This is an optimization exercise on Yosys and OpenROAD, whose aim is small area, not a production implementation. Function was checked by simulation only, so behaviour that the tests miss may differ from the original. No activity file was given, so power comes from the tool's default toggle rates.

==> flow/design.v, too long to show whole: its modules and the start of the top module <==
// module g_inv: 1 lines
// module g_nand2: 1 lines
// module g_nand3: 1 lines
// module g_nand4: 1 lines
// module g_or2: 1 lines
// module g_and2: 1 lines
// module g_nor2: 1 lines
// module g_xor2: 1 lines
// module g_xnor2: 1 lines
// module g_oai21: 1 lines
// module g_a21o: 1 lines
// module g_and4bb: 1 lines
// module g_mux2i: 1 lines
// module g_nand2b: 1 lines
// module g_and3: 1 lines
// module g_or3: 1 lines
// module g_o21bai: 1 lines
// module g_a221o: 3 lines
// module g_a32oi: 3 lines
// module g_a22o: 3 lines
// module g_a222oi: 3 lines
// module cgra_mux6: 25 lines
// module cgra_mux6h: 20 lines
// module cgra_sel: 17 lines
// module cgra_alu: 167 lines
// module cgra_arr: 4848 lines
// module cgra_tile: 79 lines
// module cgra_grid: 178 lines
module cgra_grid (
    input  wire                   clk,
    input  wire                   rst,
    input  wire                   step,
    input  wire [255:0] instr,
    input  wire [1:0]             n_in_v,
    input  wire [63:0] n_in_d,
    input  wire [1:0]             s_in_v,
    input  wire [63:0] s_in_d,
    input  wire [1:0]             w_in_v,
    input  wire [63:0] w_in_d,
    input  wire [1:0]             e_in_v,
    input  wire [63:0] e_in_d,
    output wire [1:0]             n_out_v,
    output wire [63:0] n_out_d,
    output wire [1:0]             s_out_v,
    output wire [63:0] s_out_d,
    output wire [1:0]             w_out_v,
    output wire [63:0] w_out_d,
    output wire [1:0]             e_out_v,
    output wire [63:0] e_out_d,
    output reg                    faulted,
    output reg  [2:0]             fault_code,
    output reg  [0:0]             fault_row,
    output reg  [0:0]             fault_col,
    input  wire [1:0]             dbg_tile,
    input  wire [2:0]             dbg_reg,
    output wire                   dbg_v,
    output wire [31:0]            dbg_d
);
  // ...
==> flow/run.sh <==
#!/bin/bash
# synth_recipe.tcl (not shown) runs the flow's synth.tcl, then flattens the netlist and writes it again
# the make line also repeats each setting of config.mk as NAME=value (left out here)
make -C /OpenROAD-flow-scripts/flow DESIGN_CONFIG=/design/flow/config.mk WORK_HOME=/design/flow/orfs CLKGATE_MAP_FILE= SYNTH_SCRIPT=/design/flow/synth_recipe.tcl finish
==> flow/config.mk <==
export PLATFORM = sky130hd
export DESIGN_NAME = cgra_grid
export DESIGN_NICKNAME = cgra_grid
export VERILOG_FILES = /design/flow/design.v
export SDC_FILE = /design/flow/constraint.sdc
export NUM_CORES = 8
export LEC_CHECK = 0
export ABC_AREA = 0
export ABC_CLOCK_PERIOD_IN_PS = 150000
export CAP_MARGIN = 35
export CORE_MARGIN = 2
export CORE_UTILIZATION = 35
export PLACE_DENSITY = 0.45
export SLEW_MARGIN = 35
export SYNTH_HIERARCHICAL = 1
==> flow/constraint.sdc <==
create_clock -name core_clock -period 150.0 [get_ports {clk}]
set_input_delay 30.0000 -clock core_clock [delete_from_list [all_inputs] [get_ports {clk}]]
set_output_delay 30.0000 -clock core_clock [all_outputs]
set_load 0.01 [all_outputs]
==> summary.txt, run 1 <==
Status
  – Status: timing/DRC/antenna clean

CTS
  – Setup repair bufs after CTS: 0
  – Clock latency on the worst-skew pair: 880 ps
  – CTS tree: built
  – CTS resizes: 0
  – Clock Path Buffers: 4
  – Hold-fix buffers, CTS: 0

Critical path
  – Worst r2r path cells: 511
  – Worst Path Arrival: 132670 ps
  – Delay-heaviest family, CP: compound AO/OA/AOI/OAI gates
  – CP most frequent cell: o21ai_1
  – Register-to-register setup slack: 47610 ps
  – Worst endpoint required time: 150710 ps
  – Worst Setup SP: instr[151]

Power
  – NetSw: 2.93 mW
  – Internal power: 1.91 mW
  – Top pwr grp: combinational logic
  – Tot Pwr: 4.84 mW
  – Max VDD drop: 0.0318 mV

Global route
  – GR Overflow Total: 0

Timing
  – Clk_skew: 64.1 ps
  – Setup violators final: 0
  – Min cycle time layout: 131970 ps
  – Sum Neg Setup Slack: 0 ps
  – RSZ-0062 raised after global routing: false

Placed design
  – DP HPWL: 790000 µm
  – DP Area: 198000 µm²
  – Placed insts: 34.0k

Detailed routing
  – Final ANT Viol Nets: 0
  – Number of vias per cell: 6.19
  – Detailed-route DRC error count: 0
  – Met2 Wirelength: 413000 µm
  – Vias: 213k
  – Routed WL: 1050000 µm

Final layout
  – FFs & Latches: 1194
  – Fraction of area in multi-input gates: 70.6%
  – Diode count: 220
  – Share of cells above drive strength 1: 5.02%

Floorplan
  – Core box area: 510000 µm²
==> run 2: changes to the inputs <==
--- a/flow/design.v
+++ b/flow/design.v
@@ -2572,28 +2572,20 @@
     g_oai21 uc8_2 (.a1(c8_2), .a2(g8_2), .b1(p8_2), .y(c8_3));
     g_xnor2 ut8_2 (.a(y8_2), .b(c8_2), .y(t8_2));
     g_nand2 uu8_2 (.a(q8), .b(t8_2), .y(u8_2));
     g_xor2  ur8_2 (.a(R9_10), .b(u8_2), .y(R8_10));
     wire y8_3, g8_3, p8_3, t8_3, u8_3, c8_4, R8_11;
     g_nor2  uy8_3 (.a(Apn[3]), .b(Bpn[8]), .y(y8_3));
     g_nand2 ug8_3 (.a(R9_11), .b(y8_3), .y(g8_3));
     g_nor2  up8_3 (.a(R9_11), .b(y8_3), .y(p8_3));
+    g_oai21 uc8_3 (.a1(p8_3), .a2(c8_3), .b1(g8_3), .y(c8_4));
     g_xnor2 ut8_3 (.a(y8_3), .b(c8_3), .y(t8_3));
     g_nand2 uu8_3 (.a(q8), .b(t8_3), .y(u8_3));
     g_xor2  ur8_3 (.a(R9_11), .b(u8_3), .y(R8_11));
-    wire ng0_8_0, G1_8_0, nG2_8_0, G3_8_0, T_8_0;
-    g_inv   ub0_8_0 (.a(g8_0), .y(ng0_8_0));
-    g_oai21 ub1_8_0 (.a1(p8_1), .a2(ng0_8_0), .b1(g8_1), .y(G1_8_0));
-    g_oai21 ub2_8_0 (.a1(G1_8_0), .a2(g8_2), .b1(p8_2), .y(nG2_8_0));
-    g_oai21 ub3_8_0 (.a1(p8_3), .a2(nG2_8_0), .b1(g8_3), .y(G3_8_0));
-    wire pn13_8_0;
-    g_nor2  ubn_8_0 (.a(p8_1), .b(p8_3), .y(pn13_8_0));
-    g_and3  ubt_8_0 (.a(pn13_8_0), .b(p8_0), .c(p8_2), .y(T_8_0));
-    g_a21o  ubc_8_0 (.a1(T_8_0), .a2(cin), .b1(G3_8_0), .y(c8_4));
     wire y8_4, g8_4, p8_4, t8_4, u8_4, c8_5, R8_12;
     g_nand2 uy8_4 (.a(Ap[4]), .b(Bp[8]), .y(y8_4));
     g_nor2  ug8_4 (.a(R9_12), .b(y8_4), .y(g8_4));
     g_nand2 up8_4 (.a(R9_12), .b(y8_4), .y(p8_4));
     g_oai21 uc8_4 (.a1(c8_4), .a2(g8_4), .b1(p8_4), .y(c8_5));
     g_xnor2 ut8_4 (.a(y8_4), .b(c8_4), .y(t8_4));
     g_nand2 uu8_4 (.a(q8), .b(t8_4), .y(u8_4));
     g_xor2  ur8_4 (.a(R9_12), .b(u8_4), .y(R8_12));
@@ -2612,28 +2604,20 @@
     g_oai21 uc8_6 (.a1(c8_6), .a2(g8_6), .b1(p8_6), .y(c8_7));
     g_xnor2 ut8_6 (.a(y8_6), .b(c8_6), .y(t8_6));
     g_nand2 uu8_6 (.a(q8), .b(t8_6), .y(u8_6));
     g_xor2  ur8_6 (.a(R9_14), .b(u8_6), .y(R8_14));
     wire y8_7, g8_7, p8_7, t8_7, u8_7, c8_8, R8_15;
     g_nor2  uy8_7 (.a(Apn[7]), .b(Bpn[8]), .y(y8_7));
     g_nand2 ug8_7 (.a(R9_15), .b(y8_7), .y(g8_7));
     g_nor2  up8_7 (.a(R9_15), .b(y8_7), .y(p8_7));
+    g_oai21 uc8_7 (.a1(p8_7), .a2(c8_7), .b1(g8_7), .y(c8_8));
     g_xnor2 ut8_7 (.a(y8_7), .b(c8_7), .y(t8_7));
     g_nand2 uu8_7 (.a(q8), .b(t8_7), .y(u8_7));
     g_xor2  ur8_7 (.a(R9_15), .b(u8_7), .y(R8_15));
-    wire ng0_8_4, G1_8_4, nG2_8_4, G3_8_4, T_8_4;
-    g_inv   ub0_8_4 (.a(g8_4), .y(ng0_8_4));
-    g_oai21 ub1_8_4 (.a1(p8_5), .a2(ng0_8_4), .b1(g8_5), .y(G1_8_4));
-    g_oai21 ub2_8_4 (.a1(G1_8_4), .a2(g8_6), .b1(p8_6), .y(nG2_8_4));
-    g_oai21 ub3_8_4 (.a1(p8_7), .a2(nG2_8_4), .b1(g8_7), .y(G3_8_4));
-    wire pn13_8_4;
-    g_nor2  ubn_8_4 (.a(p8_5), .b(p8_7), .y(pn13_8_4));
-    g_and3  ubt_8_4 (.a(pn13_8_4), .b(p8_4), .c(p8_6), .y(T_8_4));
-    g_a21o  ubc_8_4 (.a1(T_8_4), .a2(c8_4), .b1(G3_8_4), .y(c8_8));
     wire y8_8, g8_8, p8_8, t8_8, u8_8, c8_9, R8_16;
     g_nand2 uy8_8 (.a(Ap[8]), .b(Bp[8]), .y(y8_8));
     g_nor2  ug8_8 (.a(R9_16), .b(y8_8), .y(g8_8));
     g_nand2 up8_8 (.a(R9_16), .b(y8_8), .y(p8_8));
     g_oai21 uc8_8 (.a1(c8_8), .a2(g8_8), .b1(p8_8), .y(c8_9));
     g_xnor2 ut8_8 (.a(y8_8), .b(c8_8), .y(t8_8));
     g_nand2 uu8_8 (.a(q8), .b(t8_8), .y(u8_8));
     g_xor2  ur8_8 (.a(R9_16), .b(u8_8), .y(R8_16));
@@ -2652,28 +2636,20 @@
     g_oai21 uc8_10 (.a1(c8_10), .a2(g8_10), .b1(p8_10), .y(c8_11));
     g_xnor2 ut8_10 (.a(y8_10), .b(c8_10), .y(t8_10));
     g_nand2 uu8_10 (.a(q8), .b(t8_10), .y(u8_10));
     g_xor2  ur8_10 (.a(R9_18), .b(u8_10), .y(R8_18));
     wire y8_11, g8_11, p8_11, t8_11, u8_11, c8_12, R8_19;
     g_nor2  uy8_11 (.a(Apn[11]), .b(Bpn[8]), .y(y8_11));
     g_nand2 ug8_11 (.a(R9_19), .b(y8_11), .y(g8_11));
     g_nor2  up8_11 (.a(R9_19), .b(y8_11), .y(p8_11));
+    g_oai21 uc8_11 (.a1(p8_11), .a2(c8_11), .b1(g8_11), .y(c8_12));
     g_xnor2 ut8_11 (.a(y8_11), .b(c8_11), .y(t8_11));
     g_nand2 uu8_11 (.a(q8), .b(t8_11), .y(u8_11));
     g_xor2  ur8_11 (.a(R9_19), .b(u8_11), .y(R8_19));
-    wire ng0_8_8, G1_8_8, nG2_8_8, G3_8_8, T_8_8;
-    g_inv   ub0_8_8 (.a(g8_8), .y(ng0_8_8));
-    g_oai21 ub1_8_8 (.a1(p8_9), .a2(ng0_8_8), .b1(g8_9), .y(G1_8_8));
-    g_oai21 ub2_8_8 (.a1(G1_8_8), .a2(g8_10), .b1(p8_10), .y(nG2_8_8));
-    g_oai21 ub3_8_8 (.a1(p8_11), .a2(nG2_8_8), .b1(g8_11), .y(G3_8_8));
-    wire pn13_8_8;
-    g_nor2  ubn_8_8 (.a(p8_9), .b(p8_11), .y(pn13_8_8));
-    g_and3  ubt_8_8 (.a(pn13_8_8), .b(p8_8), .c(p8_10), .y(T_8_8));
-    g_a21o  ubc_8_8 (.a1(T_8_8), .a2(c8_8), .b1(G3_8_8), .y(c8_12));
     wire y8_12, g8_12, p8_12, t8_12, u8_12, c8_13, R8_20;
     g_nand2 uy8_12 (.a(Ap[12]), .b(Bp[8]), .y(y8_12));
     g_nor2  ug8_12 (.a(R9_20), .b(y8_12), .y(g8_12));
     g_nand2 up8_12 (.a(R9_20), .b(y8_12), .y(p8_12));
     g_oai21 uc8_12 (.a1(c8_12), .a2(g8_12), .b1(p8_12), .y(c8_13));
     g_xnor2 ut8_12 (.a(y8_12), .b(c8_12), .y(t8_12));
     g_nand2 uu8_12 (.a(q8), .b(t8_12), .y(u8_12));
     g_xor2  ur8_12 (.a(R9_20), .b(u8_12), .y(R8_20));
@@ -2692,28 +2668,20 @@
     g_oai21 uc8_14 (.a1(c8_14), .a2(g8_14), .b1(p8_14), .y(c8_15));
     g_xnor2 ut8_14 (.a(y8_14), .b(c8_14), .y(t8_14));
     g_nand2 uu8_14 (.a(q8), .b(t8_14), .y(u8_14));
     g_xor2  ur8_14 (.a(R9_22), .b(u8_14), .y(R8_22));
     wire y8_15, g8_15, p8_15, t8_15, u8_15, c8_16, R8_23;
     g_nor2  uy8_15 (.a(Apn[15]), .b(Bpn[8]), .y(y8_15));
     g_nand2 ug8_15 (.a(R9_23), .b(y8_15), .y(g8_15));
     g_nor2  up8_15 (.a(R9_23), .b(y8_15), .y(p8_15));
+    g_oai21 uc8_15 (.a1(p8_15), .a2(c8_15), .b1(g8_15), .y(c8_16));
     g_xnor2 ut8_15 (.a(y8_15), .b(c8_15), .y(t8_15));
     g_nand2 uu8_15 (.a(q8), .b(t8_15), .y(u8_15));
     g_xor2  ur8_15 (.a(R9_23), .b(u8_15), .y(R8_23));
-    wire ng0_8_12, G1_8_12, nG2_8_12, G3_8_12, T_8_12;
-    g_inv   ub0_8_12 (.a(g8_12), .y(ng0_8_12));
-    g_oai21 ub1_8_12 (.a1(p8_13), .a2(ng0_8_12), .b1(g8_13), .y(G1_8_12));
-    g_oai21 ub2_8_12 (.a1(G1_8_12), .a2(g8_14), .b1(p8_14), .y(nG2_8_12));
-    g_oai21 ub3_8_12 (.a1(p8_15), .a2(nG2_8_12), .b1(g8_15), .y(G3_8_12));
-    wire pn13_8_12;
-    g_nor2  ubn_8_12 (.a(p8_13), .b(p8_15), .y(pn13_8_12));
-    g_and3  ubt_8_12 (.a(pn13_8_12), .b(p8_12), .c(p8_14), .y(T_8_12));
-    g_a21o  ubc_8_12 (.a1(T_8_12), .a2(c8_12), .b1(G3_8_12), .y(c8_16));
     wire y8_16, g8_16, p8_16, t8_16, u8_16, c8_17, R8_24;
     g_nand2 uy8_16 (.a(Ap[16]), .b(Bp[8]), .y(y8_16));
     g_nor2  ug8_16 (.a(R9_24), .b(y8_16), .y(g8_16));
     g_nand2 up8_16 (.a(R9_24), .b(y8_16), .y(p8_16));
     g_oai21 uc8_16 (.a1(c8_16), .a2(g8_16), .b1(p8_16), .y(c8_17));
     g_xnor2 ut8_16 (.a(y8_16), .b(c8_16), .y(t8_16));
     g_nand2 uu8_16 (.a(q8), .b(t8_16), .y(u8_16));
     g_xor2  ur8_16 (.a(R9_24), .b(u8_16), .y(R8_24));
@@ -2732,28 +2700,20 @@
     g_oai21 uc8_18 (.a1(c8_18), .a2(g8_18), .b1(p8_18), .y(c8_19));
     g_xnor2 ut8_18 (.a(y8_18), .b(c8_18), .y(t8_18));
     g_nand2 uu8_18 (.a(q8), .b(t8_18), .y(u8_18));
     g_xor2  ur8_18 (.a(R9_26), .b(u8_18), .y(R8_26));
     wire y8_19, g8_19, p8_19, t8_19, u8_19, c8_20, R8_27;
     g_nor2  uy8_19 (.a(Apn[19]), .b(Bpn[8]), .y(y8_19));
     g_nand2 ug8_19 (.a(R9_27), .b(y8_19), .y(g8_19));
     g_nor2  up8_19 (.a(R9_27), .b(y8_19), .y(p8_19));
+    g_oai21 uc8_19 (.a1(p8_19), .a2(c8_19), .b1(g8_19), .y(c8_20));
     g_xnor2 ut8_19 (.a(y8_19), .b(c8_19), .y(t8_19));
     g_nand2 uu8_19 (.a(q8), .b(t8_19), .y(u8_19));
     g_xor2  ur8_19 (.a(R9_27), .b(u8_19), .y(R8_27));
-    wire ng0_8_16, G1_8_16, nG2_8_16, G3_8_16, T_8_16;
-    g_inv   ub0_8_16 (.a(g8_16), .y(ng0_8_16));
-    g_oai21 ub1_8_16 (.a1(p8_17), .a2(ng0_8_16), .b1(g8_17), .y(G1_8_16));
-    g_oai21 ub2_8_16 (.a1(G1_8_16), .a2(g8_18), .b1(p8_18), .y(nG2_8_16));
-    g_oai21 ub3_8_16 (.a1(p8_19), .a2(nG2_8_16), .b1(g8_19), .y(G3_8_16));
-    wire pn13_8_16;
-    g_nor2  ubn_8_16 (.a(p8_17), .b(p8_19), .y(pn13_8_16));
-    g_and3  ubt_8_16 (.a(pn13_8_16), .b(p8_16), .c(p8_18), .y(T_8_16));
-    g_a21o  ubc_8_16 (.a1(T_8_16), .a2(c8_16), .b1(G3_8_16), .y(c8_20));
     wire y8_20, g8_20, p8_20, t8_20, u8_20, c8_21, R8_28;
     g_nand2 uy8_20 (.a(Ap[20]), .b(Bp[8]), .y(y8_20));
     g_nor2  ug8_20 (.a(R9_28), .b(y8_20), .y(g8_20));
     g_nand2 up8_20 (.a(R9_28), .b(y8_20), .y(p8_20));
     g_oai21 uc8_20 (.a1(c8_20), .a2(g8_20), .b1(p8_20), .y(c8_21));
     g_xnor2 ut8_20 (.a(y8_20), .b(c8_20), .y(t8_20));
     g_nand2 uu8_20 (.a(q8), .b(t8_20), .y(u8_20));
     g_xor2  ur8_20 (.a(R9_28), .b(u8_20), .y(R8_28));
@@ -2772,28 +2732,20 @@
     g_oai21 uc8_22 (.a1(c8_22), .a2(g8_22), .b1(p8_22), .y(c8_23));
     g_xnor2 ut8_22 (.a(y8_22), .b(c8_22), .y(t8_22));
     g_nand2 uu8_22 (.a(q8), .b(t8_22), .y(u8_22));
     g_xor2  ur8_22 (.a(R9_30), .b(u8_22), .y(R8_30));
     wire y8_23, g8_23, p8_23, t8_23, u8_23, c8_24, R8_31;
     g_nor2  uy8_23 (.a(Apn[23]), .b(Bpn[8]), .y(y8_23));
     g_nand2 ug8_23 (.a(R9_31), .b(y8_23), .y(g8_23));
     g_nor2  up8_23 (.a(R9_31), .b(y8_23), .y(p8_23));
+    g_oai21 uc8_23 (.a1(p8_23), .a2(c8_23), .b1(g8_23), .y(c8_24));
     g_xnor2 ut8_23 (.a(y8_23), .b(c8_23), .y(t8_23));
     g_nand2 uu8_23 (.a(q8), .b(t8_23), .y(u8_23));
     g_xor2  ur8_23 (.a(R9_31), .b(u8_23), .y(R8_31));
-    wire ng0_8_20, G1_8_20, nG2_8_20, G3_8_20, T_8_20;
-    g_inv   ub0_8_20 (.a(g8_20), .y(ng0_8_20));
-    g_oai21 ub1_8_20 (.a1(p8_21), .a2(ng0_8_20), .b1(g8_21), .y(G1_8_20));
-    g_oai21 ub2_8_20 (.a1(G1_8_20), .a2(g8_22), .b1(p8_22), .y(nG2_8_20));
-    g_oai21 ub3_8_20 (.a1(p8_23), .a2(nG2_8_20), .b1(g8_23), .y(G3_8_20));
-    wire pn13_8_20;
-    g_nor2  ubn_8_20 (.a(p8_21), .b(p8_23), .y(pn13_8_20));
-    g_and3  ubt_8_20 (.a(pn13_8_20), .b(p8_20), .c(p8_22), .y(T_8_20));
-    g_a21o  ubc_8_20 (.a1(T_8_20), .a2(c8_20), .b1(G3_8_20), .y(c8_24));
     g_a21o  uq8 (.a1(df[8]), .a2(c8_24), .b1(mulm), .y(q8));
     assign q[8] = q8;
     wire q7;
     wire y7_0, g7_0, p7_0, t7_0, u7_0, c7_1, R7_7;
     g_nand2 uy7_0 (.a(Ap[0]), .b(Bp[7]), .y(y7_0));
     g_nor2  ug7_0 (.a(initn[7]), .b(y7_0), .y(g7_0));
     g_nand2 up7_0 (.a(initn[7]), .b(y7_0), .y(p7_0));
     g_oai21 uc7_0 (.a1(cin), .a2(g7_0), .b1(p7_0), .y(c7_1));
@@ -2815,28 +2767,20 @@
     g_oai21 uc7_2 (.a1(c7_2), .a2(g7_2), .b1(p7_2), .y(c7_3));
     g_xnor2 ut7_2 (.a(y7_2), .b(c7_2), .y(t7_2));
     g_nand2 uu7_2 (.a(q7), .b(t7_2), .y(u7_2));
     g_xor2  ur7_2 (.a(R8_9), .b(u7_2), .y(R7_9));
     wire y7_3, g7_3, p7_3, t7_3, u7_3, c7_4, R7_10;
     g_nor2  uy7_3 (.a(Apn[3]), .b(Bpn[7]), .y(y7_3));
     g_nand2 ug7_3 (.a(R8_10), .b(y7_3), .y(g7_3));
     g_nor2  up7_3 (.a(R8_10), .b(y7_3), .y(p7_3));
+    g_oai21 uc7_3 (.a1(p7_3), .a2(c7_3), .b1(g7_3), .y(c7_4));
     g_xnor2 ut7_3 (.a(y7_3), .b(c7_3), .y(t7_3));
     g_nand2 uu7_3 (.a(q7), .b(t7_3), .y(u7_3));
     g_xor2  ur7_3 (.a(R8_10), .b(u7_3), .y(R7_10));
-    wire ng0_7_0, G1_7_0, nG2_7_0, G3_7_0, T_7_0;
-    g_inv   ub0_7_0 (.a(g7_0), .y(ng0_7_0));
-    g_oai21 ub1_7_0 (.a1(p7_1), .a2(ng0_7_0), .b1(g7_1), .y(G1_7_0));
-    g_oai21 ub2_7_0 (.a1(G1_7_0), .a2(g7_2), .b1(p7_2), .y(nG2_7_0));
-    g_oai21 ub3_7_0 (.a1(p7_3), .a2(nG2_7_0), .b1(g7_3), .y(G3_7_0));
-    wire pn13_7_0;
-    g_nor2  ubn_7_0 (.a(p7_1), .b(p7_3), .y(pn13_7_0));
-    g_and3  ubt_7_0 (.a(pn13_7_0), .b(p7_0), .c(p7_2), .y(T_7_0));
-    g_a21o  ubc_7_0 (.a1(T_7_0), .a2(cin), .b1(G3_7_0), .y(c7_4));
     wire y7_4, g7_4, p7_4, t7_4, u7_4, c7_5, R7_11;
     g_nand2 uy7_4 (.a(Ap[4]), .b(Bp[7]), .y(y7_4));
     g_nor2  ug7_4 (.a(R8_11), .b(y7_4), .y(g7_4));
     g_nand2 up7_4 (.a(R8_11), .b(y7_4), .y(p7_4));
     g_oai21 uc7_4 (.a1(c7_4), .a2(g7_4), .b1(p7_4), .y(c7_5));
     g_xnor2 ut7_4 (.a(y7_4), .b(c7_4), .y(t7_4));
     g_nand2 uu7_4 (.a(q7), .b(t7_4), .y(u7_4));
     g_xor2  ur7_4 (.a(R8_11), .b(u7_4), .y(R7_11));
@@ -2855,28 +2799,20 @@
     g_oai21 uc7_6 (.a1(c7_6), .a2(g7_6), .b1(p7_6), .y(c7_7));
     g_xnor2 ut7_6 (.a(y7_6), .b(c7_6), .y(t7_6));
     g_nand2 uu7_6 (.a(q7), .b(t7_6), .y(u7_6));
     g_xor2  ur7_6 (.a(R8_13), .b(u7_6), .y(R7_13));
     wire y7_7, g7_7, p7_7, t7_7, u7_7, c7_8, R7_14;
     g_nor2  uy7_7 (.a(Apn[7]), .b(Bpn[7]), .y(y7_7));
     g_nand2 ug7_7 (.a(R8_14), .b(y7_7), .y(g7_7));
     g_nor2  up7_7 (.a(R8_14), .b(y7_7), .y(p7_7));
+    g_oai21 uc7_7 (.a1(p7_7), .a2(c7_7), .b1(g7_7), .y(c7_8));
     g_xnor2 ut7_7 (.a(y7_7), .b(c7_7), .y(t7_7));
     g_nand2 uu7_7 (.a(q7), .b(t7_7), .y(u7_7));
     g_xor2  ur7_7 (.a(R8_14), .b(u7_7), .y(R7_14));
-    wire ng0_7_4, G1_7_4, nG2_7_4, G3_7_4, T_7_4;
-    g_inv   ub0_7_4 (.a(g7_4), .y(ng0_7_4));
-    g_oai21 ub1_7_4 (.a1(p7_5), .a2(ng0_7_4), .b1(g7_5), .y(G1_7_4));
-    g_oai21 ub2_7_4 (.a1(G1_7_4), .a2(g7_6), .b1(p7_6), .y(nG2_7_4));
-    g_oai21 ub3_7_4 (.a1(p7_7), .a2(nG2_7_4), .b1(g7_7), .y(G3_7_4));
-    wire pn13_7_4;
-    g_nor2  ubn_7_4 (.a(p7_5), .b(p7_7), .y(pn13_7_4));
-    g_and3  ubt_7_4 (.a(pn13_7_4), .b(p7_4), .c(p7_6), .y(T_7_4));
-    g_a21o  ubc_7_4 (.a1(T_7_4), .a2(c7_4), .b1(G3_7_4), .y(c7_8));
     wire y7_8, g7_8, p7_8, t7_8, u7_8, c7_9, R7_15;
     g_nand2 uy7_8 (.a(Ap[8]), .b(Bp[7]), .y(y7_8));
     g_nor2  ug7_8 (.a(R8_15), .b(y7_8), .y(g7_8));
     g_nand2 up7_8 (.a(R8_15), .b(y7_8), .y(p7_8));
     g_oai21 uc7_8 (.a1(c7_8), .a2(g7_8), .b1(p7_8), .y(c7_9));
     g_xnor2 ut7_8 (.a(y7_8), .b(c7_8), .y(t7_8));
     g_nand2 uu7_8 (.a(q7), .b(t7_8), .y(u7_8));
     g_xor2  ur7_8 (.a(R8_15), .b(u7_8), .y(R7_15));
@@ -2895,28 +2831,20 @@
     g_oai21 uc7_10 (.a1(c7_10), .a2(g7_10), .b1(p7_10), .y(c7_11));
     g_xnor2 ut7_10 (.a(y7_10), .b(c7_10), .y(t7_10));
     g_nand2 uu7_10 (.a(q7), .b(t7_10), .y(u7_10));
     g_xor2  ur7_10 (.a(R8_17), .b(u7_10), .y(R7_17));
     wire y7_11, g7_11, p7_11, t7_11, u7_11, c7_12, R7_18;
     g_nor2  uy7_11 (.a(Apn[11]), .b(Bpn[7]), .y(y7_11));
     g_nand2 ug7_11 (.a(R8_18), .b(y7_11), .y(g7_11));
     g_nor2  up7_11 (.a(R8_18), .b(y7_11), .y(p7_11));
+    g_oai21 uc7_11 (.a1(p7_11), .a2(c7_11), .b1(g7_11), .y(c7_12));
     g_xnor2 ut7_11 (.a(y7_11), .b(c7_11), .y(t7_11));
     g_nand2 uu7_11 (.a(q7), .b(t7_11), .y(u7_11));
     g_xor2  ur7_11 (.a(R8_18), .b(u7_11), .y(R7_18));
-    wire ng0_7_8, G1_7_8, nG2_7_8, G3_7_8, T_7_8;
-    g_inv   ub0_7_8 (.a(g7_8), .y(ng0_7_8));
-    g_oai21 ub1_7_8 (.a1(p7_9), .a2(ng0_7_8), .b1(g7_9), .y(G1_7_8));
-    g_oai21 ub2_7_8 (.a1(G1_7_8), .a2(g7_10), .b1(p7_10), .y(nG2_7_8));
-    g_oai21 ub3_7_8 (.a1(p7_11), .a2(nG2_7_8), .b1(g7_11), .y(G3_7_8));
-    wire pn13_7_8;
-    g_nor2  ubn_7_8 (.a(p7_9), .b(p7_11), .y(pn13_7_8));
-    g_and3  ubt_7_8 (.a(pn13_7_8), .b(p7_8), .c(p7_10), .y(T_7_8));
-    g_a21o  ubc_7_8 (.a1(T_7_8), .a2(c7_8), .b1(G3_7_8), .y(c7_12));
     wire y7_12, g7_12, p7_12, t7_12, u7_12, c7_13, R7_19;
     g_nand2 uy7_12 (.a(Ap[12]), .b(Bp[7]), .y(y7_12));
     g_nor2  ug7_12 (.a(R8_19), .b(y7_12), .y(g7_12));
     g_nand2 up7_12 (.a(R8_19), .b(y7_12), .y(p7_12));
     g_oai21 uc7_12 (.a1(c7_12), .a2(g7_12), .b1(p7_12), .y(c7_13));
     g_xnor2 ut7_12 (.a(y7_12), .b(c7_12), .y(t7_12));
     g_nand2 uu7_12 (.a(q7), .b(t7_12), .y(u7_12));
     g_xor2  ur7_12 (.a(R8_19), .b(u7_12), .y(R7_19));
@@ -2935,28 +2863,20 @@
     g_oai21 uc7_14 (.a1(c7_14), .a2(g7_14), .b1(p7_14), .y(c7_15));
     g_xnor2 ut7_14 (.a(y7_14), .b(c7_14), .y(t7_14));
     g_nand2 uu7_14 (.a(q7), .b(t7_14), .y(u7_14));
     g_xor2  ur7_14 (.a(R8_21), .b(u7_14), .y(R7_21));
     wire y7_15, g7_15, p7_15, t7_15, u7_15, c7_16, R7_22;
     g_nor2  uy7_15 (.a(Apn[15]), .b(Bpn[7]), .y(y7_15));
     g_nand2 ug7_15 (.a(R8_22), .b(y7_15), .y(g7_15));
     g_nor2  up7_15 (.a(R8_22), .b(y7_15), .y(p7_15));
+    g_oai21 uc7_15 (.a1(p7_15), .a2(c7_15), .b1(g7_15), .y(c7_16));
     g_xnor2 ut7_15 (.a(y7_15), .b(c7_15), .y(t7_15));
     g_nand2 uu7_15 (.a(q7), .b(t7_15), .y(u7_15));
     g_xor2  ur7_15 (.a(R8_22), .b(u7_15), .y(R7_22));
-    wire ng0_7_12, G1_7_12, nG2_7_12, G3_7_12, T_7_12;
-    g_inv   ub0_7_12 (.a(g7_12), .y(ng0_7_12));
-    g_oai21 ub1_7_12 (.a1(p7_13), .a2(ng0_7_12), .b1(g7_13), .y(G1_7_12));
-    g_oai21 ub2_7_12 (.a1(G1_7_12), .a2(g7_14), .b1(p7_14), .y(nG2_7_12));
-    g_oai21 ub3_7_12 (.a1(p7_15), .a2(nG2_7_12), .b1(g7_15), .y(G3_7_12));
-    wire pn13_7_12;
-    g_nor2  ubn_7_12 (.a(p7_13), .b(p7_15), .y(pn13_7_12));
-    g_and3  ubt_7_12 (.a(pn13_7_12), .b(p7_12), .c(p7_14), .y(T_7_12));
-    g_a21o  ubc_7_12 (.a1(T_7_12), .a2(c7_12), .b1(G3_7_12), .y(c7_16));
     wire y7_16, g7_16, p7_16, t7_16, u7_16, c7_17, R7_23;
     g_nand2 uy7_16 (.a(Ap[16]), .b(Bp[7]), .y(y7_16));
     g_nor2  ug7_16 (.a(R8_23), .b(y7_16), .y(g7_16));
     g_nand2 up7_16 (.a(R8_23), .b(y7_16), .y(p7_16));
     g_oai21 uc7_16 (.a1(c7_16), .a2(g7_16), .b1(p7_16), .y(c7_17));
     g_xnor2 ut7_16 (.a(y7_16), .b(c7_16), .y(t7_16));
     g_nand2 uu7_16 (.a(q7), .b(t7_16), .y(u7_16));
     g_xor2  ur7_16 (.a(R8_23), .b(u7_16), .y(R7_23));
@@ -2975,28 +2895,20 @@
     g_oai21 uc7_18 (.a1(c7_18), .a2(g7_18), .b1(p7_18), .y(c7_19));
     g_xnor2 ut7_18 (.a(y7_18), .b(c7_18), .y(t7_18));
     g_nand2 uu7_18 (.a(q7), .b(t7_18), .y(u7_18));
     g_xor2  ur7_18 (.a(R8_25), .b(u7_18), .y(R7_25));
     wire y7_19, g7_19, p7_19, t7_19, u7_19, c7_20, R7_26;
     g_nor2  uy7_19 (.a(Apn[19]), .b(Bpn[7]), .y(y7_19));
     g_nand2 ug7_19 (.a(R8_26), .b(y7_19), .y(g7_19));
     g_nor2  up7_19 (.a(R8_26), .b(y7_19), .y(p7_19));
+    g_oai21 uc7_19 (.a1(p7_19), .a2(c7_19), .b1(g7_19), .y(c7_20));
     g_xnor2 ut7_19 (.a(y7_19), .b(c7_19), .y(t7_19));
     g_nand2 uu7_19 (.a(q7), .b(t7_19), .y(u7_19));
     g_xor2  ur7_19 (.a(R8_26), .b(u7_19), .y(R7_26));
-    wire ng0_7_16, G1_7_16, nG2_7_16, G3_7_16, T_7_16;
-    g_inv   ub0_7_16 (.a(g7_16), .y(ng0_7_16));
-    g_oai21 ub1_7_16 (.a1(p7_17), .a2(ng0_7_16), .b1(g7_17), .y(G1_7_16));
-    g_oai21 ub2_7_16 (.a1(G1_7_16), .a2(g7_18), .b1(p7_18), .y(nG2_7_16));
-    g_oai21 ub3_7_16 (.a1(p7_19), .a2(nG2_7_16), .b1(g7_19), .y(G3_7_16));
-    wire pn13_7_16;
-    g_nor2  ubn_7_16 (.a(p7_17), .b(p7_19), .y(pn13_7_16));
-    g_and3  ubt_7_16 (.a(pn13_7_16), .b(p7_16), .c(p7_18), .y(T_7_16));
-    g_a21o  ubc_7_16 (.a1(T_7_16), .a2(c7_16), .b1(G3_7_16), .y(c7_20));
     wire y7_20, g7_20, p7_20, t7_20, u7_20, c7_21, R7_27;
     g_nand2 uy7_20 (.a(Ap[20]), .b(Bp[7]), .y(y7_20));
     g_nor2  ug7_20 (.a(R8_27), .b(y7_20), .y(g7_20));
     g_nand2 up7_20 (.a(R8_27), .b(y7_20), .y(p7_20));
     g_oai21 uc7_20 (.a1(c7_20), .a2(g7_20), .b1(p7_20), .y(c7_21));
     g_xnor2 ut7_20 (.a(y7_20), .b(c7_20), .y(t7_20));
     g_nand2 uu7_20 (.a(q7), .b(t7_20), .y(u7_20));
     g_xor2  ur7_20 (.a(R8_27), .b(u7_20), .y(R7_27));
@@ -3015,28 +2927,20 @@
     g_oai21 uc7_22 (.a1(c7_22), .a2(g7_22), .b1(p7_22), .y(c7_23));
     g_xnor2 ut7_22 (.a(y7_22), .b(c7_22), .y(t7_22));
     g_nand2 uu7_22 (.a(q7), .b(t7_22), .y(u7_22));
     g_xor2  ur7_22 (.a(R8_29), .b(u7_22), .y(R7_29));
     wire y7_23, g7_23, p7_23, t7_23, u7_23, c7_24, R7_30;
     g_nor2  uy7_23 (.a(Apn[23]), .b(Bpn[7]), .y(y7_23));
     g_nand2 ug7_23 (.a(R8_30), .b(y7_23), .y(g7_23));
     g_nor2  up7_23 (.a(R8_30), .b(y7_23), .y(p7_23));
+    g_oai21 uc7_23 (.a1(p7_23), .a2(c7_23), .b1(g7_23), .y(c7_24));
     g_xnor2 ut7_23 (.a(y7_23), .b(c7_23), .y(t7_23));
     g_nand2 uu7_23 (.a(q7), .b(t7_23), .y(u7_23));
     g_xor2  ur7_23 (.a(R8_30), .b(u7_23), .y(R7_30));
-    wire ng0_7_20, G1_7_20, nG2_7_20, G3_7_20, T_7_20;
-    g_inv   ub0_7_20 (.a(g7_20), .y(ng0_7_20));
-    g_oai21 ub1_7_20 (.a1(p7_21), .a2(ng0_7_20), .b1(g7_21), .y(G1_7_20));
-    g_oai21 ub2_7_20 (.a1(G1_7_20), .a2(g7_22), .b1(p7_22), .y(nG2_7_20));
-    g_oai21 ub3_7_20 (.a1(p7_23), .a2(nG2_7_20), .b1(g7_23), .y(G3_7_20));
-    wire pn13_7_20;
-    g_nor2  ubn_7_20 (.a(p7_21), .b(p7_23), .y(pn13_7_20));
-    g_and3  ubt_7_20 (.a(pn13_7_20), .b(p7_20), .c(p7_22), .y(T_7_20));
-    g_a21o  ubc_7_20 (.a1(T_7_20), .a2(c7_20), .b1(G3_7_20), .y(c7_24));
     wire y7_24, g7_24, p7_24, t7_24, u7_24, c7_25, R7_31;
     g_nand2 uy7_24 (.a(Ap[24]), .b(Bp[7]), .y(y7_24));
     g_nor2  ug7_24 (.a(R8_31), .b(y7_24), .y(g7_24));
     g_nand2 up7_24 (.a(R8_31), .b(y7_24), .y(p7_24));
     g_oai21 uc7_24 (.a1(c7_24), .a2(g7_24), .b1(p7_24), .y(c7_25));
     g_xnor2 ut7_24 (.a(y7_24), .b(c7_24), .y(t7_24));
     g_nand2 uu7_24 (.a(q7), .b(t7_24), .y(u7_24));
     g_xor2  ur7_24 (.a(R8_31), .b(u7_24), .y(R7_31));
--- a/flow/config.mk
+++ b/flow/config.mk
@@ -5,11 +5,14 @@
 export SDC_FILE = /design/flow/constraint.sdc
 export NUM_CORES = 8
 export LEC_CHECK = 0
 export ABC_AREA = 0
 export ABC_CLOCK_PERIOD_IN_PS = 150000
 export CAP_MARGIN = 35
 export CORE_MARGIN = 2
 export CORE_UTILIZATION = 35
+export CTS_BUF_LIST = sky130_fd_sc_hd__clkbuf_8
+export CTS_CLUSTER_DIAMETER = 60
+export CTS_CLUSTER_SIZE = 10
 export PLACE_DENSITY = 0.45
 export SLEW_MARGIN = 35
 export SYNTH_HIERARCHICAL = 1
==> run 2 against run 1 <==
  * Critical endpoint is now od[377]
  * Sequential share of layout area rose by 0.25 points
  * Still clean
  * Highest routed layer unchanged
  * Largest power group unchanged
  * Design area decreased by 1.7%
  * Via count decreased by 0.85%
  * Critical path type unchanged
  * Non-clock buffer count rose by 20
  * Largest cell class unchanged
==> summary.txt, run 2 <==
Final layout
  – Most frequent cells in the layout: nand2_1 (6476), nor2_1 (3526), o21ai_1 (2496) (was nand2_1 (6476), nor2_1 (3574), o21ai_1 (2592))
  – Share of cells above drive strength 1: 5.03% (was 5.02%)
  – Final Cell Area: 200000 µm² (was 203000 µm²)
  – Layout area overhead: 12.2% (was 13.1%)
  – Final #Nets: 27.6k (was 27.9k)
  – Fill cells: 53.8k (was 54.0k)
  – Most common cell after layout, fill and taps aside: nand2_1 (unchanged)
  – Largest registers: od (512), rd (512), td (128) (unchanged)
  – Post-layout util: 39.5% (was 39.8%)

CTS
  – H-tree Lvls: 4 (unchanged)
  – Clock latency on the worst-skew pair: 1040 ps (was 880 ps)
  – Clock Path Buffers: 4 (unchanged)
  – Root Driver: clkbuf_8 (was clkbuf_16)
  – CTS tree: built (unchanged)
  – CTS resizes: 0 (unchanged)
  – Inserted Clock Buffers: 148 (was 139)
  – Setup repair bufs after CTS: 0 (unchanged)
  – Hold-fix buffers, CTS: 0 (unchanged)
  – CTS clk-pin slew, worst paths: 80 ps (was 60 ps)
  – Num Clock Sinks: 1194 (unchanged)

Detailed routing
  – Wirelength per Cell: 30.7 µm (was 30.4 µm)
  – 1st-pass router iterations: 17 (was 22)
  – Number of vias per cell: 6.20 (was 6.19)
  – Drt initial violations: 39.3k (was 38.4k)
  – Routed WL: 1050000 µm (about the same)
  – Final ANT Viol Nets: 0 (unchanged)
  – Detailed-route DRC error count: 0 (unchanged)
  – Vias: 211k (was 213k)

Synth
  – Mapped Cells: 26.0k (was 26.3k)
  – Syn Std Cell Area: 178000 µm² (was 179000 µm²)
  – Synth warn: 8 (unchanged)
  – Syn_area_per_cell: 6.84 µm² (was 6.82 µm²)

Critical path
  – Worst setup path endpoint: od[377] (was od[345])
  – Slowest stage delay, CP: 1100 ps (was 890 ps)
  – Crit path buffers/inverters: 21 (was 19)
  – Worst Setup SP: instr[151] (unchanged)
  – Register-to-register setup slack: 42760 ps (was 47610 ps)
  – Delay-heaviest family, CP: compound AO/OA/AOI/OAI gates (unchanged)
  – CP most frequent cell: o21ai_1 (unchanged)
  – Worst Path Arrival: 137400 ps (was 132670 ps)
  – CP startpoint kind: input port (unchanged)
  – CP Capture Type: flop (unchanged)
  – Levels on crit path: 542 (was 513)
  – Worst r2r path cells: 540 (was 511)
  – Worst endpoint required time: 150830 ps (was 150710 ps)
  – Slowest CP cell: mux2i_1 (was mux2i_2)
  – Critical path peak fanout: 33 (unchanged)
  – Crit Path Class: input port to flop (unchanged)
  – R2R Path Start: rd[267] (was rd[260])
  – Reg2Reg Capture Point: od[377] (was od[345])

Timing
  – RSZ-0062 raised after global routing: false (unchanged)
  – Fmax: 0.00732 GHz (was 0.00758 GHz)
  – Hold Fails Final Rpt: 0 (unchanged)
  – Period utilization: 91.0% (was 88.0%)
  – Worst-margin pin slew: 1260 ps (was 1450 ps)
  – Clk_skew: 102 ps (was 64.1 ps)
  – Setup violators final: 0 (unchanged)
  – Min cycle time layout: 136570 ps (was 131970 ps)
  – Sum Neg Setup Slack: 0 ps (unchanged)
  – Worst slew margin: 13.7% (was 3.27%)
  – Max-slew violation count: 0 (unchanged)

Power
  – Sequential power share: 11.2% (was 10.9%)
  – Top pwr grp: combinational logic (unchanged)
  – Leak: 76.1 nW (was 77.5 nW)
  – Power Sequential: 523 µW (was 526 µW)
  – Max VDD drop: 0.0284 mV (was 0.0318 mV)
  – Combinational cell power: 3.89 mW (was 3.96 mW)
  – Power per standard cell area: 23.4 nW/µm² (was 23.9 nW/µm²)
  – Clk pwr share: 5.3% (was 7.4%)
  – Clk power: 246 µW (was 357 µW)
  – Internal power: 1.79 mW (was 1.91 mW)
  – Switching power share of the total: 61.7% (was 60.6%)
  – NetSw: 2.88 mW (was 2.93 mW)
  – Tot Pwr: 4.66 mW (was 4.84 mW)
  – Comb pwr share: 83.5% (was 81.8%)

Global route
  – GR Overflow Total: 0 (unchanged)
  – Total track usage: 38.3% (was 37.8%)
  – First-pass GRT wire length: 1430000 µm (about the same)
  – Largest net degree at the start of global routing: 93 (was 96)
  – Vias in the first global route: 186k (was 188k)
  – Initial antenna violation count: 214 (was 215)

Floorplan
  – Die Area: 514000 µm² (was 518000 µm²)
  – Chip width: 717 µm (was 720 µm)
  – Die Height: 717 µm (was 720 µm)
  – Core box area: 506000 µm² (was 510000 µm²)
  – I/O pin count: 831 (unchanged)
  – Cell Rows: 261 (was 262)
  – Starting Density: 35.2% (about the same)

Job
  – Max_cap viols: 0 (unchanged)

Placed design
  – IO Port Bufs: 718 (unchanged)
  – Placer Congestion: 1.02 (was 1.01)
  – DP Area: 196000 µm² (was 198000 µm²)
  – DP HPWL: 791000 µm (was 790000 µm)

Hold path
  – WHS Endpoint: rd[469] (was rd[268])
  – Worst hold path stage count: 0 (unchanged)
  – Hold WC Path Type: flop to flop (unchanged)
  – Hold path startpoint: od[309] (was od[108])

Status
  – Status: timing/DRC/antenna clean (unchanged)
[run 2: changes by cell type in the layout (fill, tap and decap cells not counted), sizes merged]
| cell | previous run | this run |
|---|---|---|
| inv | 1059 | 1102 |
| bufinv | 7 | 2 |
| diode | 220 | 146 |
| a21o | 312 | 264 |
| o21ai | 2699 | 2603 |
| and3 | 301 | 253 |
| clkinv | 36 | 3 |
| nor2 | 3603 | 3555 |
| clkbuf | 193 | 153 |
| buf | 644 | 664 |
[run 2: final cells by class]
type / instances / area, µm² / share of cell area (%)
clock buffers: 153 / 2110 / 1.06
repair buffers: 1365 / 12200 / 6.10
multi-input cells: 23400 / 142000 / 71.1
flip-flops and latches: 1194 / 30400 / 15.2
clock inverters: 100 / 444 / 0.223
diodes: 146 / 365 / 0.183
inverters: 1009 / 3800 / 1.91
well taps: 6706 / 8390 / 4.20
[run 2: metrics by stage]
| stage | hold slack, ps | std cells | setup WS (ps) |
|---|---|---|---|
| floorplan | 429 | 26000 | 27580 |
| global route | 467 | 34000 | 3740 |
| detailed placement | 451 | 33700 | 12620 |
| global placement | 449 | 33600 | 13190 |
| finish | 437 | 34100 | 13430 |
| CTS | 436 | 33900 | 13240 |
[run 2: layer usage]
metal  track usage, %  wire [µm]  vias to the layer above
met5             3.24       2230                        -
met4             21.1      67100                       78
met3             16.5     147000                     2174
met2             53.5     412000                    13000
met1             48.7     418000                   101000
li1                 -          -                    95200

-- static timing again, ports no longer ideal --
The results above use ideal ports. As a check the final layouts listed here were re-extracted and re-timed, cells and wires unchanged.
Step 1: set_driving_cell puts a clkbuf_16 on clk and a buf_2 on each other input, an assumption about the parent block.
Step 2 adds t to the input delays and takes it off the output delays; t is the mean of the earliest and latest rising clock arrival at the registers after step 1. Input paths then give back, and output paths get back, about the clock's delay inside the block.
Three values: ideal, step 1, step 2; two values: the first two.
run	t, ns	setup slack, ns	worst setup path at the end	slew at the worst register clock pin (ns)	cell pins on the clock port's net
run 1	0.972	18.031 / 18.002 / 17.030	input to register	0.09 / 0.09	1
run 2	1.108	13.428 / 13.388 / 12.280	input to register	0.10 / 0.10	1
After both steps setup and hold are still met in every run listed. The setup slack of run 2, which loses most, moves by -0.040 ns with the drivers and by -1.148 ns with both steps.
